Context: an optimization exercise on an open-source flow, tuned for small area, a short achievable clock period and few clock cycles per item. The choices shown serve that exercise and are no tape-out recipe. No functional check of the RTL was part of this run. No activity file was given, so power comes from the tool's default toggle rates.

**design/flow/design.v**
```verilog
module fsk_demod (
    input  wire        clk,
    input  wire        rst,           
    input  wire        start,
    input  wire [17:0] cfg_sr,
    input  wire [21:0] cfg_thresh,
    input  wire [16:0] cfg_nsamp,      
    output wire        busy,
    output reg         done,
    output wire [16:0] bitcount,
    input  wire        s_valid,
    output wire        s_ready,
    input  wire [15:0] s_cur,
    input  wire [15:0] s_del,
    output reg         w_valid,
    input  wire        w_ready,
    output wire [10:0] w_addr,
    output reg  [31:0] w_data
);
    localparam [1:0] LVL_0    = 2'd0,
                     LVL_127  = 2'd1,
                     LVL_254  = 2'd2,
                     LVL_NONE = 2'd3;
    reg         busy_r;
    reg         srdy;
    reg  [17:0] sr;
    reg  [20:0] tq;           
    reg  [16:0] nrem;         
    reg         nz;           
    reg  [14:0] wc;           
    reg         iw;           
    reg  [14:0] u75;          
    reg         fwin;         
    reg  [15:0] pa, pb;       
    reg         vI, eI;       
    reg  [39:0] as, ac;       
    reg         eA;           
    reg         nw;           
    reg         gtD, ltD;     
    reg         eD;
    reg  [1:0]  prev_lvl;
    reg  [17:0] r;            
    reg  [14:0] q;            
    reg         em;           
    reg         ebit;
    reg         fin;          
    reg         fl;           
    reg  [10:0] wa;
    reg  [4:0]  wfill;
    assign busy     = busy_r;
    assign s_ready  = srdy;
    assign w_addr   = wa;
    assign bitcount = {1'b0, wa, wfill};
    wire fire   = s_valid && srdy;
    wire n1     = (nrem == 17'd1);
    wire n2     = (nrem == 17'd2);
    wire unit1  = (sr[17:3] < 15'd250);
    wire iw_f   = (iw ? unit1 : (wc < 15'd375)) || n2;    
    wire flight = eI || eA || eD || em;
    wire rdy_f  = !n1 && !(iw_f && (iw || flight));
    wire rdy_n  = nz && !(iw && flight);
    wire [39:0] ms, mc;
    fsk_mac u_mac (
        .a(pa), .b(pb),
        .c(nw ? 40'd0 : as), .d(nw ? 40'd0 : ac),
        .s(ms), .t(mc)
    );
    wire [39:0] sgt = as + ac + ~{19'd0, tq};    
    wire [39:0] slt = as + ac + {19'd0, tq};     
    wire gt = !sgt[39];
    wire lt = slt[39];
    wire [1:0] lvl = gtD ? LVL_254 : ltD ? LVL_0 : LVL_127;
    wire rend  = (prev_lvl != LVL_NONE) && (lvl != prev_lvl);
    wire [17:0] u300 = {u75, 2'b00};
    wire [17:0] rin  = rend ? {1'b0, sr[17:1]} : r;
    wire [18:0] racc = {1'b0, rin} + {1'b0, u300};
    wire [19:0] rsub = {2'b00, rin} + {2'b00, u300} - {2'b00, sr};
    wire        rwrap = !rsub[19];
    wire        tie  = !sr[0] && (r == 18'd0) && q[0];
    wire take = w_valid && w_ready;
    wire emit = em && (!w_valid || w_ready);
    wire q_up = eD && !rend && rwrap;
    wire [14:0] q_pm = q + (q_up ? 15'd1 : 15'h7fff);
    always @(posedge clk) begin
        pa  <= s_cur;
        pb  <= fire ? s_del : 16'd0;
        as  <= ms;
        ac  <= mc;
        gtD <= gt;
        ltD <= lt;
        if (rst) begin
            busy_r  <= 1'b0;
            srdy    <= 1'b0;
            done    <= 1'b0;
            w_valid <= 1'b0;
            vI <= 1'b0; eI <= 1'b0;
            eA <= 1'b0; eD <= 1'b0;
            em  <= 1'b0;
            fin <= 1'b0;
            fl  <= 1'b0;
        end else begin
            done <= 1'b0;
            vI <= fire;
            eI <= fire && iw;
            eA <= eI;
            eD <= eA;
            if (vI) nw <= eI;
            if (!busy_r) begin
                if (start) begin
                    busy_r   <= 1'b1;
                    srdy     <= (cfg_nsamp != 17'd0);
                    sr       <= cfg_sr;
                    tq       <= cfg_thresh[21:1];
                    nrem     <= cfg_nsamp;
                    nz       <= (cfg_nsamp != 17'd0);
                    wc       <= cfg_sr[17:3];
                    iw       <= (cfg_sr[17:3] < 15'd250) || (cfg_nsamp == 17'd1);
                    u75      <= 15'd0;
                    fwin     <= 1'b1;
                    nw       <= 1'b1;
                    prev_lvl <= LVL_NONE;
                    r        <= {1'b0, cfg_sr[17:1]};
                    q        <= 15'd0;
                    fin      <= (cfg_nsamp == 17'd0);
                    fl       <= 1'b0;
                    wa       <= 11'd0;
                    wfill    <= 5'd0;
                end
            end else begin
                srdy <= fire ? rdy_f : rdy_n;
                if (fire) begin
                    nrem <= nrem - 17'd1;
                    nz   <= !n1;
                    iw   <= iw_f;
                    wc   <= iw ? sr[17:3] : wc - 15'd125;
                    if (fwin) begin
                        u75 <= u75 + 15'd75;
                        if (iw) fwin <= 1'b0;
                    end
                end
                if (eD) begin
                    prev_lvl <= lvl;
                    if (rend) begin
                        em   <= (q != 15'd0) && !(tie && q == 15'd1);
                        ebit <= (prev_lvl != LVL_0);
                        if (tie) q <= q_pm;
                        r    <= racc[17:0];
                    end else if (rwrap) begin
                        r <= rsub[17:0];
                        q <= q_pm;
                    end else begin
                        r <= racc[17:0];
                    end
                    if (!nz) fin <= 1'b1;
                end
                if (emit) begin
                    w_data <= {ebit, w_data[31:1]};
                    q      <= q_pm;
                    if (q == 15'd1) em <= 1'b0;
                    if (!fl) begin
                        wfill <= wfill + 5'd1;
                        if (wfill == 5'd31) w_valid <= 1'b1;
                    end else if (q == 15'd1) begin
                        w_valid <= 1'b1;
                    end
                end
                if (take) begin
                    if (!emit || (!fl && wfill != 5'd31)) w_valid <= 1'b0;
                    if (!fl) wa <= wa + 11'd1;
                end
                if (fl) begin
                    if (take) begin
                        done   <= 1'b1;
                        busy_r <= 1'b0;
                    end
                end else if (fin && !em && !w_valid) begin
                    if (wfill != 5'd0) begin
                        q    <= {10'd0, 5'd0 - wfill};
                        ebit <= 1'b0;
                        em   <= 1'b1;
                        fl   <= 1'b1;
                    end else begin
                        done   <= 1'b1;
                        busy_r <= 1'b0;
                    end
                end
            end
        end
    end
endmodule
module fsk_mac (
    input  wire [15:0] a,
    input  wire [15:0] b,
    input  wire [39:0] c,
    input  wire [39:0] d,
    output wire [39:0] s,
    output wire [39:0] t
);
    wire t1 = a[0] & b[0];
    wire t2 = a[1] & b[0];
    wire t3 = a[2] & b[0];
    wire t4 = a[3] & b[0];
    wire t5 = a[4] & b[0];
    wire t6 = a[5] & b[0];
    wire t7 = a[6] & b[0];
    wire t8 = a[7] & b[0];
    wire t9 = a[8] & b[0];
    wire t10 = a[9] & b[0];
    wire t11 = a[10] & b[0];
    wire t12 = a[11] & b[0];
    wire t13 = a[12] & b[0];
    wire t14 = a[13] & b[0];
    wire t15 = a[14] & b[0];
    wire t16 = ~(a[15] & b[0]);
    wire t17 = a[0] & b[1];
    wire t18 = a[1] & b[1];
    wire t19 = a[2] & b[1];
    wire t20 = a[3] & b[1];
    wire t21 = a[4] & b[1];
    wire t22 = a[5] & b[1];
    wire t23 = a[6] & b[1];
    wire t24 = a[7] & b[1];
    wire t25 = a[8] & b[1];
    wire t26 = a[9] & b[1];
    wire t27 = a[10] & b[1];
    wire t28 = a[11] & b[1];
    wire t29 = a[12] & b[1];
    wire t30 = a[13] & b[1];
    wire t31 = a[14] & b[1];
    wire t32 = ~(a[15] & b[1]);
    wire t33 = a[0] & b[2];
    wire t34 = a[1] & b[2];
    wire t35 = a[2] & b[2];
    wire t36 = a[3] & b[2];
    wire t37 = a[4] & b[2];
    wire t38 = a[5] & b[2];
    wire t39 = a[6] & b[2];
    wire t40 = a[7] & b[2];
    wire t41 = a[8] & b[2];
    wire t42 = a[9] & b[2];
    wire t43 = a[10] & b[2];
    wire t44 = a[11] & b[2];
    wire t45 = a[12] & b[2];
    wire t46 = a[13] & b[2];
    wire t47 = a[14] & b[2];
    wire t48 = ~(a[15] & b[2]);
    wire t49 = a[0] & b[3];
    wire t50 = a[1] & b[3];
    wire t51 = a[2] & b[3];
    wire t52 = a[3] & b[3];
    wire t53 = a[4] & b[3];
    wire t54 = a[5] & b[3];
    wire t55 = a[6] & b[3];
    wire t56 = a[7] & b[3];
    wire t57 = a[8] & b[3];
    wire t58 = a[9] & b[3];
    wire t59 = a[10] & b[3];
    wire t60 = a[11] & b[3];
    wire t61 = a[12] & b[3];
    wire t62 = a[13] & b[3];
    wire t63 = a[14] & b[3];
    wire t64 = ~(a[15] & b[3]);
    wire t65 = a[0] & b[4];
    wire t66 = a[1] & b[4];
    wire t67 = a[2] & b[4];
    wire t68 = a[3] & b[4];
    wire t69 = a[4] & b[4];
    wire t70 = a[5] & b[4];
    wire t71 = a[6] & b[4];
    wire t72 = a[7] & b[4];
    wire t73 = a[8] & b[4];
    wire t74 = a[9] & b[4];
    wire t75 = a[10] & b[4];
    wire t76 = a[11] & b[4];
    wire t77 = a[12] & b[4];
    wire t78 = a[13] & b[4];
    wire t79 = a[14] & b[4];
    wire t80 = ~(a[15] & b[4]);
    wire t81 = a[0] & b[5];
    wire t82 = a[1] & b[5];
    wire t83 = a[2] & b[5];
    wire t84 = a[3] & b[5];
    wire t85 = a[4] & b[5];
    wire t86 = a[5] & b[5];
    wire t87 = a[6] & b[5];
    wire t88 = a[7] & b[5];
    wire t89 = a[8] & b[5];
    wire t90 = a[9] & b[5];
    wire t91 = a[10] & b[5];
    wire t92 = a[11] & b[5];
    wire t93 = a[12] & b[5];
    wire t94 = a[13] & b[5];
    wire t95 = a[14] & b[5];
    wire t96 = ~(a[15] & b[5]);
    wire t97 = a[0] & b[6];
    wire t98 = a[1] & b[6];
    wire t99 = a[2] & b[6];
    wire t100 = a[3] & b[6];
    wire t101 = a[4] & b[6];
    wire t102 = a[5] & b[6];
    wire t103 = a[6] & b[6];
    wire t104 = a[7] & b[6];
    wire t105 = a[8] & b[6];
    wire t106 = a[9] & b[6];
    wire t107 = a[10] & b[6];
    wire t108 = a[11] & b[6];
    wire t109 = a[12] & b[6];
    wire t110 = a[13] & b[6];
    wire t111 = a[14] & b[6];
    wire t112 = ~(a[15] & b[6]);
    wire t113 = a[0] & b[7];
    wire t114 = a[1] & b[7];
    wire t115 = a[2] & b[7];
    wire t116 = a[3] & b[7];
    wire t117 = a[4] & b[7];
    wire t118 = a[5] & b[7];
    wire t119 = a[6] & b[7];
    wire t120 = a[7] & b[7];
    wire t121 = a[8] & b[7];
    wire t122 = a[9] & b[7];
    wire t123 = a[10] & b[7];
    wire t124 = a[11] & b[7];
    wire t125 = a[12] & b[7];
    wire t126 = a[13] & b[7];
    wire t127 = a[14] & b[7];
    wire t128 = ~(a[15] & b[7]);
    wire t129 = a[0] & b[8];
    wire t130 = a[1] & b[8];
    wire t131 = a[2] & b[8];
    wire t132 = a[3] & b[8];
    wire t133 = a[4] & b[8];
    wire t134 = a[5] & b[8];
    wire t135 = a[6] & b[8];
    wire t136 = a[7] & b[8];
    wire t137 = a[8] & b[8];
    wire t138 = a[9] & b[8];
    wire t139 = a[10] & b[8];
    wire t140 = a[11] & b[8];
    wire t141 = a[12] & b[8];
    wire t142 = a[13] & b[8];
    wire t143 = a[14] & b[8];
    wire t144 = ~(a[15] & b[8]);
    wire t145 = a[0] & b[9];
    wire t146 = a[1] & b[9];
    wire t147 = a[2] & b[9];
    wire t148 = a[3] & b[9];
    wire t149 = a[4] & b[9];
    wire t150 = a[5] & b[9];
    wire t151 = a[6] & b[9];
    wire t152 = a[7] & b[9];
    wire t153 = a[8] & b[9];
    wire t154 = a[9] & b[9];
    wire t155 = a[10] & b[9];
    wire t156 = a[11] & b[9];
    wire t157 = a[12] & b[9];
    wire t158 = a[13] & b[9];
    wire t159 = a[14] & b[9];
    wire t160 = ~(a[15] & b[9]);
    wire t161 = a[0] & b[10];
    wire t162 = a[1] & b[10];
    wire t163 = a[2] & b[10];
    wire t164 = a[3] & b[10];
    wire t165 = a[4] & b[10];
    wire t166 = a[5] & b[10];
    wire t167 = a[6] & b[10];
    wire t168 = a[7] & b[10];
    wire t169 = a[8] & b[10];
    wire t170 = a[9] & b[10];
    wire t171 = a[10] & b[10];
    wire t172 = a[11] & b[10];
    wire t173 = a[12] & b[10];
    wire t174 = a[13] & b[10];
    wire t175 = a[14] & b[10];
    wire t176 = ~(a[15] & b[10]);
    wire t177 = a[0] & b[11];
    wire t178 = a[1] & b[11];
    wire t179 = a[2] & b[11];
    wire t180 = a[3] & b[11];
    wire t181 = a[4] & b[11];
    wire t182 = a[5] & b[11];
    wire t183 = a[6] & b[11];
    wire t184 = a[7] & b[11];
    wire t185 = a[8] & b[11];
    wire t186 = a[9] & b[11];
    wire t187 = a[10] & b[11];
    wire t188 = a[11] & b[11];
    wire t189 = a[12] & b[11];
    wire t190 = a[13] & b[11];
    wire t191 = a[14] & b[11];
    wire t192 = ~(a[15] & b[11]);
    wire t193 = a[0] & b[12];
    wire t194 = a[1] & b[12];
    wire t195 = a[2] & b[12];
    wire t196 = a[3] & b[12];
    wire t197 = a[4] & b[12];
    wire t198 = a[5] & b[12];
    wire t199 = a[6] & b[12];
    wire t200 = a[7] & b[12];
    wire t201 = a[8] & b[12];
    wire t202 = a[9] & b[12];
    wire t203 = a[10] & b[12];
    wire t204 = a[11] & b[12];
    wire t205 = a[12] & b[12];
    wire t206 = a[13] & b[12];
    wire t207 = a[14] & b[12];
    wire t208 = ~(a[15] & b[12]);
    wire t209 = a[0] & b[13];
    wire t210 = a[1] & b[13];
    wire t211 = a[2] & b[13];
    wire t212 = a[3] & b[13];
    wire t213 = a[4] & b[13];
    wire t214 = a[5] & b[13];
    wire t215 = a[6] & b[13];
    wire t216 = a[7] & b[13];
    wire t217 = a[8] & b[13];
    wire t218 = a[9] & b[13];
    wire t219 = a[10] & b[13];
    wire t220 = a[11] & b[13];
    wire t221 = a[12] & b[13];
    wire t222 = a[13] & b[13];
    wire t223 = a[14] & b[13];
    wire t224 = ~(a[15] & b[13]);
    wire t225 = a[0] & b[14];
    wire t226 = a[1] & b[14];
    wire t227 = a[2] & b[14];
    wire t228 = a[3] & b[14];
    wire t229 = a[4] & b[14];
    wire t230 = a[5] & b[14];
    wire t231 = a[6] & b[14];
    wire t232 = a[7] & b[14];
    wire t233 = a[8] & b[14];
    wire t234 = a[9] & b[14];
    wire t235 = a[10] & b[14];
    wire t236 = a[11] & b[14];
    wire t237 = a[12] & b[14];
    wire t238 = a[13] & b[14];
    wire t239 = a[14] & b[14];
    wire t240 = ~(a[15] & b[14]);
    wire t241 = ~(a[0] & b[15]);
    wire t242 = ~(a[1] & b[15]);
    wire t243 = ~(a[2] & b[15]);
    wire t244 = ~(a[3] & b[15]);
    wire t245 = ~(a[4] & b[15]);
    wire t246 = ~(a[5] & b[15]);
    wire t247 = ~(a[6] & b[15]);
    wire t248 = ~(a[7] & b[15]);
    wire t249 = ~(a[8] & b[15]);
    wire t250 = ~(a[9] & b[15]);
    wire t251 = ~(a[10] & b[15]);
    wire t252 = ~(a[11] & b[15]);
    wire t253 = ~(a[12] & b[15]);
    wire t254 = ~(a[13] & b[15]);
    wire t255 = ~(a[14] & b[15]);
    wire t256 = a[15] & b[15];
    wire t257 = t12 ^ t27;
    wire t258 = t12 & t27;
    wire t259 = t13 ^ t28 ^ t43;
    wire t260 = (t13 & t28) | (t13 & t43) | (t28 & t43);
    wire t261 = t58 ^ t73;
    wire t262 = t58 & t73;
    wire t263 = t14 ^ t29 ^ t44;
    wire t264 = (t14 & t29) | (t14 & t44) | (t29 & t44);
    wire t265 = t59 ^ t74 ^ t89;
    wire t266 = (t59 & t74) | (t59 & t89) | (t74 & t89);
    wire t267 = t104 ^ t119;
    wire t268 = t104 & t119;
    wire t269 = t15 ^ t30 ^ t45;
    wire t270 = (t15 & t30) | (t15 & t45) | (t30 & t45);
    wire t271 = t60 ^ t75 ^ t90;
    wire t272 = (t60 & t75) | (t60 & t90) | (t75 & t90);
    wire t273 = t105 ^ t120 ^ t135;
    wire t274 = (t105 & t120) | (t105 & t135) | (t120 & t135);
    wire t275 = t150 ^ t165;
    wire t276 = t150 & t165;
    wire t277 = t16 ^ t31 ^ t46;
    wire t278 = (t16 & t31) | (t16 & t46) | (t31 & t46);
    wire t279 = t61 ^ t76 ^ t91;
    wire t280 = (t61 & t76) | (t61 & t91) | (t76 & t91);
    wire t281 = t106 ^ t121 ^ t136;
    wire t282 = (t106 & t121) | (t106 & t136) | (t121 & t136);
    wire t283 = t151 ^ t166 ^ t181;
    wire t284 = (t151 & t166) | (t151 & t181) | (t166 & t181);
    wire t285 = t196 ^ t211;
    wire t286 = t196 & t211;
    wire t287 = t32 ^ t47 ^ t62;
    wire t288 = (t32 & t47) | (t32 & t62) | (t47 & t62);
    wire t289 = t77 ^ t92 ^ t107;
    wire t290 = (t77 & t92) | (t77 & t107) | (t92 & t107);
    wire t291 = t122 ^ t137 ^ t152;
    wire t292 = (t122 & t137) | (t122 & t152) | (t137 & t152);
    wire t293 = t167 ^ t182 ^ t197;
    wire t294 = (t167 & t182) | (t167 & t197) | (t182 & t197);
    wire t295 = t212 ^ t227 ^ t242;
    wire t296 = (t212 & t227) | (t212 & t242) | (t227 & t242);
    wire t297 = t48 ^ t63 ^ t78;
    wire t298 = (t48 & t63) | (t48 & t78) | (t63 & t78);
    wire t299 = t93 ^ t108 ^ t123;
    wire t300 = (t93 & t108) | (t93 & t123) | (t108 & t123);
    wire t301 = t138 ^ t153 ^ t168;
    wire t302 = (t138 & t153) | (t138 & t168) | (t153 & t168);
    wire t303 = t183 ^ t198 ^ t213;
    wire t304 = (t183 & t198) | (t183 & t213) | (t198 & t213);
    wire t305 = t64 ^ t79 ^ t94;
    wire t306 = (t64 & t79) | (t64 & t94) | (t79 & t94);
    wire t307 = t109 ^ t124 ^ t139;
    wire t308 = (t109 & t124) | (t109 & t139) | (t124 & t139);
    wire t309 = t154 ^ t169 ^ t184;
    wire t310 = (t154 & t169) | (t154 & t184) | (t169 & t184);
    wire t311 = t80 ^ t95 ^ t110;
    wire t312 = (t80 & t95) | (t80 & t110) | (t95 & t110);
    wire t313 = t125 ^ t140 ^ t155;
    wire t314 = (t125 & t140) | (t125 & t155) | (t140 & t155);
    wire t315 = t96 ^ t111 ^ t126;
    wire t316 = (t96 & t111) | (t96 & t126) | (t111 & t126);
    wire t317 = t8 ^ t23;
    wire t318 = t8 & t23;
    wire t319 = t9 ^ t24 ^ t39;
    wire t320 = (t9 & t24) | (t9 & t39) | (t24 & t39);
    wire t321 = t54 ^ t69;
    wire t322 = t54 & t69;
    wire t323 = t10 ^ t25 ^ t40;
    wire t324 = (t10 & t25) | (t10 & t40) | (t25 & t40);
    wire t325 = t55 ^ t70 ^ t85;
    wire t326 = (t55 & t70) | (t55 & t85) | (t70 & t85);
    wire t327 = t100 ^ t115;
    wire t328 = t100 & t115;
    wire t329 = t11 ^ t26 ^ t41;
    wire t330 = (t11 & t26) | (t11 & t41) | (t26 & t41);
    wire t331 = t56 ^ t71 ^ t86;
    wire t332 = (t56 & t71) | (t56 & t86) | (t71 & t86);
    wire t333 = t101 ^ t116 ^ t131;
    wire t334 = (t101 & t116) | (t101 & t131) | (t116 & t131);
    wire t335 = t146 ^ t161;
    wire t336 = t146 & t161;
    wire t337 = t257 ^ t42 ^ t57;
    wire t338 = (t257 & t42) | (t257 & t57) | (t42 & t57);
    wire t339 = t72 ^ t87 ^ t102;
    wire t340 = (t72 & t87) | (t72 & t102) | (t87 & t102);
    wire t341 = t117 ^ t132 ^ t147;
    wire t342 = (t117 & t132) | (t117 & t147) | (t132 & t147);
    wire t343 = t162 ^ t177 ^ c[11];
    wire t344 = (t162 & t177) | (t162 & c[11]) | (t177 & c[11]);
    wire t345 = t258 ^ t259 ^ t261;
    wire t346 = (t258 & t259) | (t258 & t261) | (t259 & t261);
    wire t347 = t88 ^ t103 ^ t118;
    wire t348 = (t88 & t103) | (t88 & t118) | (t103 & t118);
    wire t349 = t133 ^ t148 ^ t163;
    wire t350 = (t133 & t148) | (t133 & t163) | (t148 & t163);
    wire t351 = t178 ^ t193 ^ c[12];
    wire t352 = (t178 & t193) | (t178 & c[12]) | (t193 & c[12]);
    wire t353 = t260 ^ t262 ^ t263;
    wire t354 = (t260 & t262) | (t260 & t263) | (t262 & t263);
    wire t355 = t265 ^ t267 ^ t134;
    wire t356 = (t265 & t267) | (t265 & t134) | (t267 & t134);
    wire t357 = t149 ^ t164 ^ t179;
    wire t358 = (t149 & t164) | (t149 & t179) | (t164 & t179);
    wire t359 = t194 ^ t209 ^ c[13];
    wire t360 = (t194 & t209) | (t194 & c[13]) | (t209 & c[13]);
    wire t361 = t264 ^ t266 ^ t268;
    wire t362 = (t264 & t266) | (t264 & t268) | (t266 & t268);
    wire t363 = t269 ^ t271 ^ t273;
    wire t364 = (t269 & t271) | (t269 & t273) | (t271 & t273);
    wire t365 = t275 ^ t180 ^ t195;
    wire t366 = (t275 & t180) | (t275 & t195) | (t180 & t195);
    wire t367 = t210 ^ t225 ^ c[14];
    wire t368 = (t210 & t225) | (t210 & c[14]) | (t225 & c[14]);
    wire t369 = t270 ^ t272 ^ t274;
    wire t370 = (t270 & t272) | (t270 & t274) | (t272 & t274);
    wire t371 = t276 ^ t277 ^ t279;
    wire t372 = (t276 & t277) | (t276 & t279) | (t277 & t279);
    wire t373 = t281 ^ t283 ^ t285;
    wire t374 = (t281 & t283) | (t281 & t285) | (t283 & t285);
    wire t375 = t226 ^ t241 ^ c[15];
    wire t376 = (t226 & t241) | (t226 & c[15]) | (t241 & c[15]);
    wire t377 = t278 ^ t280 ^ t282;
    wire t378 = (t278 & t280) | (t278 & t282) | (t280 & t282);
    wire t379 = t284 ^ t286 ^ t287;
    wire t380 = (t284 & t286) | (t284 & t287) | (t286 & t287);
    wire t381 = t289 ^ t291 ^ t293;
    wire t382 = (t289 & t291) | (t289 & t293) | (t291 & t293);
    wire t383 = t295 ^ c[16] ^ d[16];
    wire t384 = (t295 & c[16]) | (t295 & d[16]) | (c[16] & d[16]);
    wire t385 = t288 ^ t290 ^ t292;
    wire t386 = (t288 & t290) | (t288 & t292) | (t290 & t292);
    wire t387 = t294 ^ t296 ^ t297;
    wire t388 = (t294 & t296) | (t294 & t297) | (t296 & t297);
    wire t389 = t299 ^ t301 ^ t303;
    wire t390 = (t299 & t301) | (t299 & t303) | (t301 & t303);
    wire t391 = t228 ^ t243 ^ c[17];
    wire t392 = (t228 & t243) | (t228 & c[17]) | (t243 & c[17]);
    wire t393 = t298 ^ t300 ^ t302;
    wire t394 = (t298 & t300) | (t298 & t302) | (t300 & t302);
    wire t395 = t304 ^ t305 ^ t307;
    wire t396 = (t304 & t305) | (t304 & t307) | (t305 & t307);
    wire t397 = t309 ^ t199 ^ t214;
    wire t398 = (t309 & t199) | (t309 & t214) | (t199 & t214);
    wire t399 = t229 ^ t244 ^ c[18];
    wire t400 = (t229 & t244) | (t229 & c[18]) | (t244 & c[18]);
    wire t401 = t306 ^ t308 ^ t310;
    wire t402 = (t306 & t308) | (t306 & t310) | (t308 & t310);
    wire t403 = t311 ^ t313 ^ t170;
    wire t404 = (t311 & t313) | (t311 & t170) | (t313 & t170);
    wire t405 = t185 ^ t200 ^ t215;
    wire t406 = (t185 & t200) | (t185 & t215) | (t200 & t215);
    wire t407 = t230 ^ t245 ^ c[19];
    wire t408 = (t230 & t245) | (t230 & c[19]) | (t245 & c[19]);
    wire t409 = t312 ^ t314 ^ t315;
    wire t410 = (t312 & t314) | (t312 & t315) | (t314 & t315);
    wire t411 = t141 ^ t156 ^ t171;
    wire t412 = (t141 & t156) | (t141 & t171) | (t156 & t171);
    wire t413 = t186 ^ t201 ^ t216;
    wire t414 = (t186 & t201) | (t186 & t216) | (t201 & t216);
    wire t415 = t231 ^ t246 ^ c[20];
    wire t416 = (t231 & t246) | (t231 & c[20]) | (t246 & c[20]);
    wire t417 = t316 ^ t112 ^ t127;
    wire t418 = (t316 & t112) | (t316 & t127) | (t112 & t127);
    wire t419 = t142 ^ t157 ^ t172;
    wire t420 = (t142 & t157) | (t142 & t172) | (t157 & t172);
    wire t421 = t187 ^ t202 ^ t217;
    wire t422 = (t187 & t202) | (t187 & t217) | (t202 & t217);
    wire t423 = t232 ^ t247 ^ c[21];
    wire t424 = (t232 & t247) | (t232 & c[21]) | (t247 & c[21]);
    wire t425 = t128 ^ t143 ^ t158;
    wire t426 = (t128 & t143) | (t128 & t158) | (t143 & t158);
    wire t427 = t173 ^ t188 ^ t203;
    wire t428 = (t173 & t188) | (t173 & t203) | (t188 & t203);
    wire t429 = t218 ^ t233 ^ t248;
    wire t430 = (t218 & t233) | (t218 & t248) | (t233 & t248);
    wire t431 = t144 ^ t159 ^ t174;
    wire t432 = (t144 & t159) | (t144 & t174) | (t159 & t174);
    wire t433 = t189 ^ t204 ^ t219;
    wire t434 = (t189 & t204) | (t189 & t219) | (t204 & t219);
    wire t435 = t160 ^ t175 ^ t190;
    wire t436 = (t160 & t175) | (t160 & t190) | (t175 & t190);
    wire t437 = t5 ^ t20;
    wire t438 = t5 & t20;
    wire t439 = t6 ^ t21 ^ t36;
    wire t440 = (t6 & t21) | (t6 & t36) | (t21 & t36);
    wire t441 = t51 ^ t66;
    wire t442 = t51 & t66;
    wire t443 = t7 ^ t22 ^ t37;
    wire t444 = (t7 & t22) | (t7 & t37) | (t22 & t37);
    wire t445 = t52 ^ t67 ^ t82;
    wire t446 = (t52 & t67) | (t52 & t82) | (t67 & t82);
    wire t447 = t97 ^ c[6];
    wire t448 = t97 & c[6];
    wire t449 = t317 ^ t38 ^ t53;
    wire t450 = (t317 & t38) | (t317 & t53) | (t38 & t53);
    wire t451 = t68 ^ t83 ^ t98;
    wire t452 = (t68 & t83) | (t68 & t98) | (t83 & t98);
    wire t453 = t113 ^ c[7] ^ d[7];
    wire t454 = (t113 & c[7]) | (t113 & d[7]) | (c[7] & d[7]);
    wire t455 = t318 ^ t319 ^ t321;
    wire t456 = (t318 & t319) | (t318 & t321) | (t319 & t321);
    wire t457 = t84 ^ t99 ^ t114;
    wire t458 = (t84 & t99) | (t84 & t114) | (t99 & t114);
    wire t459 = t129 ^ c[8] ^ d[8];
    wire t460 = (t129 & c[8]) | (t129 & d[8]) | (c[8] & d[8]);
    wire t461 = t320 ^ t322 ^ t323;
    wire t462 = (t320 & t322) | (t320 & t323) | (t322 & t323);
    wire t463 = t325 ^ t327 ^ t130;
    wire t464 = (t325 & t327) | (t325 & t130) | (t327 & t130);
    wire t465 = t145 ^ c[9] ^ d[9];
    wire t466 = (t145 & c[9]) | (t145 & d[9]) | (c[9] & d[9]);
    wire t467 = t324 ^ t326 ^ t328;
    wire t468 = (t324 & t326) | (t324 & t328) | (t326 & t328);
    wire t469 = t329 ^ t331 ^ t333;
    wire t470 = (t329 & t331) | (t329 & t333) | (t331 & t333);
    wire t471 = t335 ^ c[10] ^ d[10];
    wire t472 = (t335 & c[10]) | (t335 & d[10]) | (c[10] & d[10]);
    wire t473 = t330 ^ t332 ^ t334;
    wire t474 = (t330 & t332) | (t330 & t334) | (t332 & t334);
    wire t475 = t336 ^ t337 ^ t339;
    wire t476 = (t336 & t337) | (t336 & t339) | (t337 & t339);
    wire t477 = t341 ^ t343 ^ d[11];
    wire t478 = (t341 & t343) | (t341 & d[11]) | (t343 & d[11]);
    wire t479 = t338 ^ t340 ^ t342;
    wire t480 = (t338 & t340) | (t338 & t342) | (t340 & t342);
    wire t481 = t344 ^ t345 ^ t347;
    wire t482 = (t344 & t345) | (t344 & t347) | (t345 & t347);
    wire t483 = t349 ^ t351 ^ d[12];
    wire t484 = (t349 & t351) | (t349 & d[12]) | (t351 & d[12]);
    wire t485 = t346 ^ t348 ^ t350;
    wire t486 = (t346 & t348) | (t346 & t350) | (t348 & t350);
    wire t487 = t352 ^ t353 ^ t355;
    wire t488 = (t352 & t353) | (t352 & t355) | (t353 & t355);
    wire t489 = t357 ^ t359 ^ d[13];
    wire t490 = (t357 & t359) | (t357 & d[13]) | (t359 & d[13]);
    wire t491 = t354 ^ t356 ^ t358;
    wire t492 = (t354 & t356) | (t354 & t358) | (t356 & t358);
    wire t493 = t360 ^ t361 ^ t363;
    wire t494 = (t360 & t361) | (t360 & t363) | (t361 & t363);
    wire t495 = t365 ^ t367 ^ d[14];
    wire t496 = (t365 & t367) | (t365 & d[14]) | (t367 & d[14]);
    wire t497 = t362 ^ t364 ^ t366;
    wire t498 = (t362 & t364) | (t362 & t366) | (t364 & t366);
    wire t499 = t368 ^ t369 ^ t371;
    wire t500 = (t368 & t369) | (t368 & t371) | (t369 & t371);
    wire t501 = t373 ^ t375 ^ d[15];
    wire t502 = (t373 & t375) | (t373 & d[15]) | (t375 & d[15]);
    wire t503 = t370 ^ t372 ^ t374;
    wire t504 = (t370 & t372) | (t370 & t374) | (t372 & t374);
    wire t505 = t376 ^ t377 ^ t379;
    wire t506 = (t376 & t377) | (t376 & t379) | (t377 & t379);
    wire t507 = t381 ^ t383 ^ 1'b1;
    wire t508 = (t381 & t383) | (t381 & 1'b1) | (t383 & 1'b1);
    wire t509 = t378 ^ t380 ^ t382;
    wire t510 = (t378 & t380) | (t378 & t382) | (t380 & t382);
    wire t511 = t384 ^ t385 ^ t387;
    wire t512 = (t384 & t385) | (t384 & t387) | (t385 & t387);
    wire t513 = t389 ^ t391 ^ d[17];
    wire t514 = (t389 & t391) | (t389 & d[17]) | (t391 & d[17]);
    wire t515 = t386 ^ t388 ^ t390;
    wire t516 = (t386 & t388) | (t386 & t390) | (t388 & t390);
    wire t517 = t392 ^ t393 ^ t395;
    wire t518 = (t392 & t393) | (t392 & t395) | (t393 & t395);
    wire t519 = t397 ^ t399 ^ d[18];
    wire t520 = (t397 & t399) | (t397 & d[18]) | (t399 & d[18]);
    wire t521 = t394 ^ t396 ^ t398;
    wire t522 = (t394 & t396) | (t394 & t398) | (t396 & t398);
    wire t523 = t400 ^ t401 ^ t403;
    wire t524 = (t400 & t401) | (t400 & t403) | (t401 & t403);
    wire t525 = t405 ^ t407 ^ d[19];
    wire t526 = (t405 & t407) | (t405 & d[19]) | (t407 & d[19]);
    wire t527 = t402 ^ t404 ^ t406;
    wire t528 = (t402 & t404) | (t402 & t406) | (t404 & t406);
    wire t529 = t408 ^ t409 ^ t411;
    wire t530 = (t408 & t409) | (t408 & t411) | (t409 & t411);
    wire t531 = t413 ^ t415 ^ d[20];
    wire t532 = (t413 & t415) | (t413 & d[20]) | (t415 & d[20]);
    wire t533 = t410 ^ t412 ^ t414;
    wire t534 = (t410 & t412) | (t410 & t414) | (t412 & t414);
    wire t535 = t416 ^ t417 ^ t419;
    wire t536 = (t416 & t417) | (t416 & t419) | (t417 & t419);
    wire t537 = t421 ^ t423 ^ d[21];
    wire t538 = (t421 & t423) | (t421 & d[21]) | (t423 & d[21]);
    wire t539 = t418 ^ t420 ^ t422;
    wire t540 = (t418 & t420) | (t418 & t422) | (t420 & t422);
    wire t541 = t424 ^ t425 ^ t427;
    wire t542 = (t424 & t425) | (t424 & t427) | (t425 & t427);
    wire t543 = t429 ^ c[22] ^ d[22];
    wire t544 = (t429 & c[22]) | (t429 & d[22]) | (c[22] & d[22]);
    wire t545 = t426 ^ t428 ^ t430;
    wire t546 = (t426 & t428) | (t426 & t430) | (t428 & t430);
    wire t547 = t431 ^ t433 ^ t234;
    wire t548 = (t431 & t433) | (t431 & t234) | (t433 & t234);
    wire t549 = t249 ^ c[23] ^ d[23];
    wire t550 = (t249 & c[23]) | (t249 & d[23]) | (c[23] & d[23]);
    wire t551 = t432 ^ t434 ^ t435;
    wire t552 = (t432 & t434) | (t432 & t435) | (t434 & t435);
    wire t553 = t205 ^ t220 ^ t235;
    wire t554 = (t205 & t220) | (t205 & t235) | (t220 & t235);
    wire t555 = t250 ^ c[24] ^ d[24];
    wire t556 = (t250 & c[24]) | (t250 & d[24]) | (c[24] & d[24]);
    wire t557 = t436 ^ t176 ^ t191;
    wire t558 = (t436 & t176) | (t436 & t191) | (t176 & t191);
    wire t559 = t206 ^ t221 ^ t236;
    wire t560 = (t206 & t221) | (t206 & t236) | (t221 & t236);
    wire t561 = t251 ^ c[25] ^ d[25];
    wire t562 = (t251 & c[25]) | (t251 & d[25]) | (c[25] & d[25]);
    wire t563 = t192 ^ t207 ^ t222;
    wire t564 = (t192 & t207) | (t192 & t222) | (t207 & t222);
    wire t565 = t237 ^ t252 ^ c[26];
    wire t566 = (t237 & t252) | (t237 & c[26]) | (t252 & c[26]);
    wire t567 = t208 ^ t223 ^ t238;
    wire t568 = (t208 & t223) | (t208 & t238) | (t223 & t238);
    wire t569 = t3 ^ t18;
    wire t570 = t3 & t18;
    wire t571 = t4 ^ t19 ^ t34;
    wire t572 = (t4 & t19) | (t4 & t34) | (t19 & t34);
    wire t573 = t49 ^ c[3];
    wire t574 = t49 & c[3];
    wire t575 = t437 ^ t35 ^ t50;
    wire t576 = (t437 & t35) | (t437 & t50) | (t35 & t50);
    wire t577 = t65 ^ c[4] ^ d[4];
    wire t578 = (t65 & c[4]) | (t65 & d[4]) | (c[4] & d[4]);
    wire t579 = t438 ^ t439 ^ t441;
    wire t580 = (t438 & t439) | (t438 & t441) | (t439 & t441);
    wire t581 = t81 ^ c[5] ^ d[5];
    wire t582 = (t81 & c[5]) | (t81 & d[5]) | (c[5] & d[5]);
    wire t583 = t440 ^ t442 ^ t443;
    wire t584 = (t440 & t442) | (t440 & t443) | (t442 & t443);
    wire t585 = t445 ^ t447 ^ d[6];
    wire t586 = (t445 & t447) | (t445 & d[6]) | (t447 & d[6]);
    wire t587 = t444 ^ t446 ^ t448;
    wire t588 = (t444 & t446) | (t444 & t448) | (t446 & t448);
    wire t589 = t449 ^ t451 ^ t453;
    wire t590 = (t449 & t451) | (t449 & t453) | (t451 & t453);
    wire t591 = t450 ^ t452 ^ t454;
    wire t592 = (t450 & t452) | (t450 & t454) | (t452 & t454);
    wire t593 = t455 ^ t457 ^ t459;
    wire t594 = (t455 & t457) | (t455 & t459) | (t457 & t459);
    wire t595 = t456 ^ t458 ^ t460;
    wire t596 = (t456 & t458) | (t456 & t460) | (t458 & t460);
    wire t597 = t461 ^ t463 ^ t465;
    wire t598 = (t461 & t463) | (t461 & t465) | (t463 & t465);
    wire t599 = t462 ^ t464 ^ t466;
    wire t600 = (t462 & t464) | (t462 & t466) | (t464 & t466);
    wire t601 = t467 ^ t469 ^ t471;
    wire t602 = (t467 & t469) | (t467 & t471) | (t469 & t471);
    wire t603 = t468 ^ t470 ^ t472;
    wire t604 = (t468 & t470) | (t468 & t472) | (t470 & t472);
    wire t605 = t473 ^ t475 ^ t477;
    wire t606 = (t473 & t475) | (t473 & t477) | (t475 & t477);
    wire t607 = t474 ^ t476 ^ t478;
    wire t608 = (t474 & t476) | (t474 & t478) | (t476 & t478);
    wire t609 = t479 ^ t481 ^ t483;
    wire t610 = (t479 & t481) | (t479 & t483) | (t481 & t483);
    wire t611 = t480 ^ t482 ^ t484;
    wire t612 = (t480 & t482) | (t480 & t484) | (t482 & t484);
    wire t613 = t485 ^ t487 ^ t489;
    wire t614 = (t485 & t487) | (t485 & t489) | (t487 & t489);
    wire t615 = t486 ^ t488 ^ t490;
    wire t616 = (t486 & t488) | (t486 & t490) | (t488 & t490);
    wire t617 = t491 ^ t493 ^ t495;
    wire t618 = (t491 & t493) | (t491 & t495) | (t493 & t495);
    wire t619 = t492 ^ t494 ^ t496;
    wire t620 = (t492 & t494) | (t492 & t496) | (t494 & t496);
    wire t621 = t497 ^ t499 ^ t501;
    wire t622 = (t497 & t499) | (t497 & t501) | (t499 & t501);
    wire t623 = t498 ^ t500 ^ t502;
    wire t624 = (t498 & t500) | (t498 & t502) | (t500 & t502);
    wire t625 = t503 ^ t505 ^ t507;
    wire t626 = (t503 & t505) | (t503 & t507) | (t505 & t507);
    wire t627 = t504 ^ t506 ^ t508;
    wire t628 = (t504 & t506) | (t504 & t508) | (t506 & t508);
    wire t629 = t509 ^ t511 ^ t513;
    wire t630 = (t509 & t511) | (t509 & t513) | (t511 & t513);
    wire t631 = t510 ^ t512 ^ t514;
    wire t632 = (t510 & t512) | (t510 & t514) | (t512 & t514);
    wire t633 = t515 ^ t517 ^ t519;
    wire t634 = (t515 & t517) | (t515 & t519) | (t517 & t519);
    wire t635 = t516 ^ t518 ^ t520;
    wire t636 = (t516 & t518) | (t516 & t520) | (t518 & t520);
    wire t637 = t521 ^ t523 ^ t525;
    wire t638 = (t521 & t523) | (t521 & t525) | (t523 & t525);
    wire t639 = t522 ^ t524 ^ t526;
    wire t640 = (t522 & t524) | (t522 & t526) | (t524 & t526);
    wire t641 = t527 ^ t529 ^ t531;
    wire t642 = (t527 & t529) | (t527 & t531) | (t529 & t531);
    wire t643 = t528 ^ t530 ^ t532;
    wire t644 = (t528 & t530) | (t528 & t532) | (t530 & t532);
    wire t645 = t533 ^ t535 ^ t537;
    wire t646 = (t533 & t535) | (t533 & t537) | (t535 & t537);
    wire t647 = t534 ^ t536 ^ t538;
    wire t648 = (t534 & t536) | (t534 & t538) | (t536 & t538);
    wire t649 = t539 ^ t541 ^ t543;
    wire t650 = (t539 & t541) | (t539 & t543) | (t541 & t543);
    wire t651 = t540 ^ t542 ^ t544;
    wire t652 = (t540 & t542) | (t540 & t544) | (t542 & t544);
    wire t653 = t545 ^ t547 ^ t549;
    wire t654 = (t545 & t547) | (t545 & t549) | (t547 & t549);
    wire t655 = t546 ^ t548 ^ t550;
    wire t656 = (t546 & t548) | (t546 & t550) | (t548 & t550);
    wire t657 = t551 ^ t553 ^ t555;
    wire t658 = (t551 & t553) | (t551 & t555) | (t553 & t555);
    wire t659 = t552 ^ t554 ^ t556;
    wire t660 = (t552 & t554) | (t552 & t556) | (t554 & t556);
    wire t661 = t557 ^ t559 ^ t561;
    wire t662 = (t557 & t559) | (t557 & t561) | (t559 & t561);
    wire t663 = t558 ^ t560 ^ t562;
    wire t664 = (t558 & t560) | (t558 & t562) | (t560 & t562);
    wire t665 = t563 ^ t565 ^ d[26];
    wire t666 = (t563 & t565) | (t563 & d[26]) | (t565 & d[26]);
    wire t667 = t564 ^ t566 ^ t567;
    wire t668 = (t564 & t566) | (t564 & t567) | (t566 & t567);
    wire t669 = t253 ^ c[27] ^ d[27];
    wire t670 = (t253 & c[27]) | (t253 & d[27]) | (c[27] & d[27]);
    wire t671 = t568 ^ t224 ^ t239;
    wire t672 = (t568 & t224) | (t568 & t239) | (t224 & t239);
    wire t673 = t254 ^ c[28] ^ d[28];
    wire t674 = (t254 & c[28]) | (t254 & d[28]) | (c[28] & d[28]);
    wire t675 = t240 ^ t255 ^ c[29];
    wire t676 = (t240 & t255) | (t240 & c[29]) | (t255 & c[29]);
    wire t677 = t2 ^ t17;
    wire t678 = t2 & t17;
    wire t679 = t569 ^ t33 ^ c[2];
    wire t680 = (t569 & t33) | (t569 & c[2]) | (t33 & c[2]);
    wire t681 = t570 ^ t571 ^ t573;
    wire t682 = (t570 & t571) | (t570 & t573) | (t571 & t573);
    wire t683 = t572 ^ t574 ^ t575;
    wire t684 = (t572 & t574) | (t572 & t575) | (t574 & t575);
    wire t685 = t576 ^ t578 ^ t579;
    wire t686 = (t576 & t578) | (t576 & t579) | (t578 & t579);
    wire t687 = t580 ^ t582 ^ t583;
    wire t688 = (t580 & t582) | (t580 & t583) | (t582 & t583);
    wire t689 = t584 ^ t586 ^ t587;
    wire t690 = (t584 & t586) | (t584 & t587) | (t586 & t587);
    wire t691 = t588 ^ t590 ^ t591;
    wire t692 = (t588 & t590) | (t588 & t591) | (t590 & t591);
    wire t693 = t592 ^ t594 ^ t595;
    wire t694 = (t592 & t594) | (t592 & t595) | (t594 & t595);
    wire t695 = t596 ^ t598 ^ t599;
    wire t696 = (t596 & t598) | (t596 & t599) | (t598 & t599);
    wire t697 = t600 ^ t602 ^ t603;
    wire t698 = (t600 & t602) | (t600 & t603) | (t602 & t603);
    wire t699 = t604 ^ t606 ^ t607;
    wire t700 = (t604 & t606) | (t604 & t607) | (t606 & t607);
    wire t701 = t608 ^ t610 ^ t611;
    wire t702 = (t608 & t610) | (t608 & t611) | (t610 & t611);
    wire t703 = t612 ^ t614 ^ t615;
    wire t704 = (t612 & t614) | (t612 & t615) | (t614 & t615);
    wire t705 = t616 ^ t618 ^ t619;
    wire t706 = (t616 & t618) | (t616 & t619) | (t618 & t619);
    wire t707 = t620 ^ t622 ^ t623;
    wire t708 = (t620 & t622) | (t620 & t623) | (t622 & t623);
    wire t709 = t624 ^ t626 ^ t627;
    wire t710 = (t624 & t626) | (t624 & t627) | (t626 & t627);
    wire t711 = t628 ^ t630 ^ t631;
    wire t712 = (t628 & t630) | (t628 & t631) | (t630 & t631);
    wire t713 = t632 ^ t634 ^ t635;
    wire t714 = (t632 & t634) | (t632 & t635) | (t634 & t635);
    wire t715 = t636 ^ t638 ^ t639;
    wire t716 = (t636 & t638) | (t636 & t639) | (t638 & t639);
    wire t717 = t640 ^ t642 ^ t643;
    wire t718 = (t640 & t642) | (t640 & t643) | (t642 & t643);
    wire t719 = t644 ^ t646 ^ t647;
    wire t720 = (t644 & t646) | (t644 & t647) | (t646 & t647);
    wire t721 = t648 ^ t650 ^ t651;
    wire t722 = (t648 & t650) | (t648 & t651) | (t650 & t651);
    wire t723 = t652 ^ t654 ^ t655;
    wire t724 = (t652 & t654) | (t652 & t655) | (t654 & t655);
    wire t725 = t656 ^ t658 ^ t659;
    wire t726 = (t656 & t658) | (t656 & t659) | (t658 & t659);
    wire t727 = t660 ^ t662 ^ t663;
    wire t728 = (t660 & t662) | (t660 & t663) | (t662 & t663);
    wire t729 = t664 ^ t666 ^ t667;
    wire t730 = (t664 & t666) | (t664 & t667) | (t666 & t667);
    wire t731 = t668 ^ t670 ^ t671;
    wire t732 = (t668 & t670) | (t668 & t671) | (t670 & t671);
    wire t733 = t672 ^ t674 ^ t675;
    wire t734 = (t672 & t674) | (t672 & t675) | (t674 & t675);
    wire t735 = t676 ^ t256 ^ c[30];
    wire t736 = (t676 & t256) | (t676 & c[30]) | (t256 & c[30]);
    wire t737 = c[31] ^ d[31];
    wire t738 = c[31] & d[31];
    wire t739 = c[32] ^ d[32];
    wire t740 = c[32] & d[32];
    wire t741 = c[33] ^ d[33];
    wire t742 = c[33] & d[33];
    wire t743 = c[34] ^ d[34];
    wire t744 = c[34] & d[34];
    wire t745 = c[35] ^ d[35];
    wire t746 = c[35] & d[35];
    wire t747 = c[36] ^ d[36];
    wire t748 = c[36] & d[36];
    wire t749 = c[37] ^ d[37];
    wire t750 = c[37] & d[37];
    wire t751 = c[38] ^ d[38];
    wire t752 = c[38] & d[38];
    wire t753 = c[39] ^ d[39];
    wire t754 = c[39] & d[39];
    wire t755 = t1 ^ c[0];
    wire t756 = t1 & c[0];
    wire t757 = t677 ^ c[1] ^ d[1];
    wire t758 = (t677 & c[1]) | (t677 & d[1]) | (c[1] & d[1]);
    wire t759 = t678 ^ t679 ^ d[2];
    wire t760 = (t678 & t679) | (t678 & d[2]) | (t679 & d[2]);
    wire t761 = t680 ^ t681 ^ d[3];
    wire t762 = (t680 & t681) | (t680 & d[3]) | (t681 & d[3]);
    wire t763 = t682 ^ t683 ^ t577;
    wire t764 = (t682 & t683) | (t682 & t577) | (t683 & t577);
    wire t765 = t684 ^ t685 ^ t581;
    wire t766 = (t684 & t685) | (t684 & t581) | (t685 & t581);
    wire t767 = t686 ^ t687 ^ t585;
    wire t768 = (t686 & t687) | (t686 & t585) | (t687 & t585);
    wire t769 = t688 ^ t689 ^ t589;
    wire t770 = (t688 & t689) | (t688 & t589) | (t689 & t589);
    wire t771 = t690 ^ t691 ^ t593;
    wire t772 = (t690 & t691) | (t690 & t593) | (t691 & t593);
    wire t773 = t692 ^ t693 ^ t597;
    wire t774 = (t692 & t693) | (t692 & t597) | (t693 & t597);
    wire t775 = t694 ^ t695 ^ t601;
    wire t776 = (t694 & t695) | (t694 & t601) | (t695 & t601);
    wire t777 = t696 ^ t697 ^ t605;
    wire t778 = (t696 & t697) | (t696 & t605) | (t697 & t605);
    wire t779 = t698 ^ t699 ^ t609;
    wire t780 = (t698 & t699) | (t698 & t609) | (t699 & t609);
    wire t781 = t700 ^ t701 ^ t613;
    wire t782 = (t700 & t701) | (t700 & t613) | (t701 & t613);
    wire t783 = t702 ^ t703 ^ t617;
    wire t784 = (t702 & t703) | (t702 & t617) | (t703 & t617);
    wire t785 = t704 ^ t705 ^ t621;
    wire t786 = (t704 & t705) | (t704 & t621) | (t705 & t621);
    wire t787 = t706 ^ t707 ^ t625;
    wire t788 = (t706 & t707) | (t706 & t625) | (t707 & t625);
    wire t789 = t708 ^ t709 ^ t629;
    wire t790 = (t708 & t709) | (t708 & t629) | (t709 & t629);
    wire t791 = t710 ^ t711 ^ t633;
    wire t792 = (t710 & t711) | (t710 & t633) | (t711 & t633);
    wire t793 = t712 ^ t713 ^ t637;
    wire t794 = (t712 & t713) | (t712 & t637) | (t713 & t637);
    wire t795 = t714 ^ t715 ^ t641;
    wire t796 = (t714 & t715) | (t714 & t641) | (t715 & t641);
    wire t797 = t716 ^ t717 ^ t645;
    wire t798 = (t716 & t717) | (t716 & t645) | (t717 & t645);
    wire t799 = t718 ^ t719 ^ t649;
    wire t800 = (t718 & t719) | (t718 & t649) | (t719 & t649);
    wire t801 = t720 ^ t721 ^ t653;
    wire t802 = (t720 & t721) | (t720 & t653) | (t721 & t653);
    wire t803 = t722 ^ t723 ^ t657;
    wire t804 = (t722 & t723) | (t722 & t657) | (t723 & t657);
    wire t805 = t724 ^ t725 ^ t661;
    wire t806 = (t724 & t725) | (t724 & t661) | (t725 & t661);
    wire t807 = t726 ^ t727 ^ t665;
    wire t808 = (t726 & t727) | (t726 & t665) | (t727 & t665);
    wire t809 = t728 ^ t729 ^ t669;
    wire t810 = (t728 & t729) | (t728 & t669) | (t729 & t669);
    wire t811 = t730 ^ t731 ^ t673;
    wire t812 = (t730 & t731) | (t730 & t673) | (t731 & t673);
    wire t813 = t732 ^ t733 ^ d[29];
    wire t814 = (t732 & t733) | (t732 & d[29]) | (t733 & d[29]);
    wire t815 = t734 ^ t735 ^ d[30];
    wire t816 = (t734 & t735) | (t734 & d[30]) | (t735 & d[30]);
    wire t817 = t736 ^ t737 ^ 1'b1;
    wire t818 = (t736 & t737) | (t736 & 1'b1) | (t737 & 1'b1);
    wire t819 = t738 ^ t739 ^ 1'b1;
    wire t820 = (t738 & t739) | (t738 & 1'b1) | (t739 & 1'b1);
    wire t821 = t740 ^ t741 ^ 1'b1;
    wire t822 = (t740 & t741) | (t740 & 1'b1) | (t741 & 1'b1);
    wire t823 = t742 ^ t743 ^ 1'b1;
    wire t824 = (t742 & t743) | (t742 & 1'b1) | (t743 & 1'b1);
    wire t825 = t744 ^ t745 ^ 1'b1;
    wire t826 = (t744 & t745) | (t744 & 1'b1) | (t745 & 1'b1);
    wire t827 = t746 ^ t747 ^ 1'b1;
    wire t828 = (t746 & t747) | (t746 & 1'b1) | (t747 & 1'b1);
    wire t829 = t748 ^ t749 ^ 1'b1;
    wire t830 = (t748 & t749) | (t748 & 1'b1) | (t749 & 1'b1);
    wire t831 = t750 ^ t751 ^ 1'b1;
    wire t832 = (t750 & t751) | (t750 & 1'b1) | (t751 & 1'b1);
    wire t833 = t752 ^ t753 ^ 1'b1;
    wire t834 = (t752 & t753) | (t752 & 1'b1) | (t753 & 1'b1);
    wire [39:0] ra = {t832, t830, t828, t826, t824, t822, t820, t818, t816, t814, t812, t810, t808, t806, t804, t802, t800, t798, t796, t794, t792, t790, t788, t786, t784, t782, t780, t778, t776, t774, t772, t770, t768, t766, t764, t762, t760, t758, t756, t755};
    wire [39:0] rb = {t833, t831, t829, t827, t825, t823, t821, t819, t817, t815, t813, t811, t809, t807, t805, t803, t801, t799, t797, t795, t793, t791, t789, t787, t785, t783, t781, t779, t777, t775, t773, t771, t769, t767, t765, t763, t761, t759, t757, d[0]};
    assign s = ra;
    assign t = rb;
endmodule
```
**design/flow/config.mk**
```make
export PLATFORM = sky130hd
export DESIGN_NAME = fsk_demod
export DESIGN_NICKNAME = fsk_demod
export VERILOG_FILES = /design/flow/design.v
export SDC_FILE = /design/flow/constraint.sdc
export NUM_CORES = 4
export LEC_CHECK = 0
export CAP_MARGIN = 20
export CORE_MARGIN = 2
export CORE_UTILIZATION = 40
export SLEW_MARGIN = 20
```
**design/flow/constraint.sdc**
```tcl
create_clock -name core_clock -period 15.0 [get_ports {clk}]
set_input_delay 3.0000 -clock core_clock [delete_from_list [all_inputs] [get_ports {clk}]]
set_output_delay 3.0000 -clock core_clock [all_outputs]
set_load 0.01 [all_outputs]
```
**design/flow/run.sh**
```bash
#!/bin/bash
# synth_recipe.tcl (not shown) runs the flow's synth.tcl, then flattens the netlist and writes it again
# the make line also repeats each setting of config.mk as NAME=value (left out here)
make -C /OpenROAD-flow-scripts/flow DESIGN_CONFIG=/design/flow/config.mk WORK_HOME=/design/flow/orfs CLKGATE_MAP_FILE= SYNTH_SCRIPT=/design/flow/synth_recipe.tcl finish
```
==> reports/results.txt <==
The count of input and output buffers was 155. In the final routed layout, each cell accounts on average for 16.8 µm. The netlist area before placement is 0.0255 mm², and the total overflow reported by the global router is 0.

The async set or reset register ratio after synthesis works out to 0. Entering global routing, the biggest net connects 106 pins. The detailed-route via count is 18300.

Static timing analysis puts the maximum clock frequency at 135 MHz. The first global-routing pass estimated 101000 µm of wire. Buffers added to address setup during post-CTS repair amount to 0. The global-route total usage across every layer came out at 0.188. The logs give 7.60 ns for the pre-CTS worst setup slack and 92 for the row count. The logs give 0.405 for the starting utilization of the core area and 3 for the worst-case clock buffer depth. The total of warnings raised by yosys is 1.

In this run the vertical extent of the chip is 256 µm. Counting every instance in the synthesized netlist gives 2619. The die is 256 µm wide. The I/O pin total was 158; the number of flops mapped to enable cells by yosys was 174. The number of antenna diodes in the final layout is 0. The most used flip-flop cell after synthesis is sky130_fd_sc_hd__edfxtp_1. The required time at the worst-slack endpoint was 15.31 ns; the level count of the clock H-tree was 2.

Share of synthesized area occupied by flip-flops and latches: 0.303. TritonCTS created 40 clock buffers. The run gives 0.464 as the final cell utilization of the core. Dividing total power by cell area gives a power density of 132 mW/mm². VDD sags by at most 0.0931 mV. The number of nets handed over by synthesis was 3156. The worst setup path is captured at a flop.

On the worst path, the slowest cell contributes a delay of 0.51 ns. The core box area was 0.0630 mm². The accumulated negative setup slack was 0 ns; the flop and latch count out of synthesis was 298. Cell with the largest stage delay on the worst path: sky130_fd_sc_hd__fa_1.

The max-capacitance violation count was 0; the total detailed-routing wirelength was 60500 µm. The flow ran to the end and the layout has no timing, DRC or antenna violations. Each instance of the synthesized netlist takes up on average 9.73 µm².

The cell sitting at the root of the clock tree is a sky130_fd_sc_hd__clkbuf_16. The number of setup violations in the final report came out at 0. Setup repair after global routing left no endpoint under its margin. The hold violation count in the final report was 0; the remaining routing DRC violations was 0. STA classifies the critical path startpoint as a flop. After clock tree synthesis, the clock-pin slew on the worst setup and hold paths is 0.06 ns. Highest net fanout along the worst path: 23. In this run, distinct cell masters in the synthesized netlist total 83.

In this run, the number of DRC markers left after iteration 0 of detailed routing was 789. The post-detailed-route via-to-cell ratio is 5.06. Data arrives at the worst endpoint at 7.74 ns. The post-cts repair resize count is 0, and the number of global-route vias before repair is 19600. For the pin with the worst max-slew slack, the measured transition is 1.10 ns. Synthesis-to-layout area growth: 14.7%. The post-detailed-route count of antenna-violating nets was 0. The final critical delay including setup and external delays was 7.42 ns. The number of nets in the final layout is 3272, and the part of the cycle the worst path needs is 0.495.

The tools report the number of pins exceeding their max-slew limit in the final report as 0. At the later pin of the worst-skew pair, clock insertion delay measures 0.56 ns. The run gives 1 as the number of antenna violations at the first check in global routing. The critical path class is flop to flop.

Across all setup checks in the final design, the least slack found is 7.58 ns. Relative slew slack: 0.265. The wire-length estimate of the detail-placed layout is 45500 µm. TritonCTS built the clock tree.

Summed over all cells, the static leakage comes to 12.8 nW. The run gives 0.0657 mm² as the die area. The class of the tightest hold or removal check is flop to flop. The weighted congestion at the end of routability-driven global placement came out at 0.867. Clock tree synthesis found a total of 298 sinks. The tools report the setup skew after layout as 0.0195 ns.

The fraction of final layout cells sized beyond drive strength 1 came out at 0.0445. For this run, the detailed router's first-pass iteration total came to 5. The number of hold buffers added after CTS was 0. Counting stages on the worst path, the most repeated cell is sky130_fd_sc_hd__a21oi_1.
==> critical path: cells and delay by family, from the launching register on <==
kind | cells | cell delay, ns
mux | 1 | 0.19
compound gates | 16 | 3.61
buf+inv | 3 | 0.50
xor+xnor | 1 | 0.18
simple gates | 4 | 0.80
flops | 1 | 0.46
fa+ha+maj | 3 | 1.40
==> state kept, by name, indices dropped and copies added (netlist names), 15 cells and up <==
signal / count
w_data: 32
q: 15
u75: 15
wc: 15
sr: 18
pa: 16
nrem: 17
ac: 39
pb: 16
r: 18
as: 40
tq: 21
==> cell families after synthesis <==
group / count (synthesis) / share of synthesized area
buffers and inverters: 545 / 0.0823
adder cells (fa/ha/maj): 443 / 0.298
AO/OA/AOI/OAI: 380 / 0.0933
AND/OR/NAND/NOR: 793 / 0.166
flip-flops: 298 / 0.303
multiplexers: 40 / 0.0164
XOR/XNOR: 119 / 0.0412
other: 1 / 0.000147
==> cell usage in the layout, fill, tap and decap left out, types with 27 or more instances in the layout <==
cell type                           n
sky130_fd_sc_hd__a21o_1            27
sky130_fd_sc_hd__a21oi_1          142
sky130_fd_sc_hd__and2_1           217
sky130_fd_sc_hd__and3_1            30
sky130_fd_sc_hd__clkbuf_16         44
sky130_fd_sc_hd__clkdlybuf4s50_1  155
sky130_fd_sc_hd__dfxtp_1          123
sky130_fd_sc_hd__edfxtp_1         174
sky130_fd_sc_hd__fa_1             274
sky130_fd_sc_hd__ha_1             169
sky130_fd_sc_hd__inv_1            452
sky130_fd_sc_hd__nand2_1          172
sky130_fd_sc_hd__nand2b_1          37
sky130_fd_sc_hd__nand3_1           48
sky130_fd_sc_hd__nor2_1           106
sky130_fd_sc_hd__nor2b_1           72
sky130_fd_sc_hd__nor3_1            30
sky130_fd_sc_hd__o21ai_0           86
sky130_fd_sc_hd__xnor2_1           85
sky130_fd_sc_hd__xor2_1            33
==> metal layers <==
layer | vias up | global-route usage | wire, µm
li1 | 8725 | - | -
met1 | 9054 | 0.236 | 26300
met2 | 386 | 0.326 | 29500
met3 | 123 | 0.0287 | 2620
met4 | 0 | 0.0717 | 2090
met5 | - | 0 | 0
==> synth_stat cells (8+ instances only) <==
library cell	instances	area [µm²]
sky130_fd_sc_hd__a211oi_1	16	120
sky130_fd_sc_hd__a21boi_0	10	75.1
sky130_fd_sc_hd__a21o_1	27	203
sky130_fd_sc_hd__a21oi_1	144	721
sky130_fd_sc_hd__and2_1	217	1360
sky130_fd_sc_hd__and3_1	30	188
sky130_fd_sc_hd__buf_4	12	90.1
sky130_fd_sc_hd__clkbuf_1	73	274
sky130_fd_sc_hd__dfxtp_1	124	2480
sky130_fd_sc_hd__edfxtp_1	174	5230
sky130_fd_sc_hd__fa_1	274	5490
sky130_fd_sc_hd__ha_1	169	2110
sky130_fd_sc_hd__inv_1	452	1700
sky130_fd_sc_hd__mux2_2	14	158
sky130_fd_sc_hd__mux2i_1	26	260
sky130_fd_sc_hd__nand2_1	172	646
sky130_fd_sc_hd__nand2b_1	37	231
sky130_fd_sc_hd__nand3_1	48	240
sky130_fd_sc_hd__nand4_1	15	93.8
sky130_fd_sc_hd__nor2_1	108	405
sky130_fd_sc_hd__nor2b_1	72	450
sky130_fd_sc_hd__nor3_1	30	150
sky130_fd_sc_hd__nor4_1	26	163
sky130_fd_sc_hd__o211ai_1	8	60.1
sky130_fd_sc_hd__o21ai_0	86	430
sky130_fd_sc_hd__o21bai_1	18	135
sky130_fd_sc_hd__or3_1	8	50.1
sky130_fd_sc_hd__xnor2_1	85	744
sky130_fd_sc_hd__xor2_1	33	289
==> final timing paths <==
path,startpoint,end,slack (ns),cells past startpoint
worst max-delay path,prev_lvl[0],q[14],7.58,28
worst min-delay path,w_data[24],w_data[23],0.45,0
worst max register to register,prev_lvl[0],q[14],7.58,28
worst min register to register,w_data[24],w_data[23],0.45,0
==> metrics by stage <==
step,instance area (µm²),hold slack (ns),total power [mW],std cells
finish,29200,0.449,3.86,3612
global route,29200,0.464,4.19,3612
CTS,29200,0.449,3.90,3612
detailed placement,27800,0.440,2.88,3539
global placement,27800,0.433,2.83,3539
floorplan,25500,0.427,2.43,2619
==> area by class of cell <==
type,instances,area (µm²)
Fill cell,5968,33700
Multi-Input combinational cell,1776,15700
Sequential cell,298,7710
Inverter,452,1700
Timing Repair Buffer,167,1640
Clock buffer,55,1190
Tap cell,846,1060
Clock inverter,18,180
==> power by group <==
group          internal, mW  switching (mW)
Combinational         0.762            1.00
Sequential            0.995           0.104
Clock                 0.610           0.386
Total                  2.37            1.49

[what the ideal ports hide]
In the flow no input, the clock included, has a driving cell. The finished layout below was timed again as built, in two steps.
Step 1, drivers: a clkbuf_16 drives clk and a buf_2 each remaining input, both assumed.
Step 2 times the ports against the registers' clock, not the clock port: input delays grow and output delays shrink by t, the midpoint of the rising clock arrivals with the driver on.
Three values: ideal, step 1, step 2; two values: the first two.
t (ns): 0.619
slack for setup (ns): 7.575 / 7.575 / 7.575
cell pins on the clock port's net: 1
After both steps setup and hold are still met in this run. The setup slack of this run moves by 0.000 ns with the drivers and by 0.000 ns with both steps.
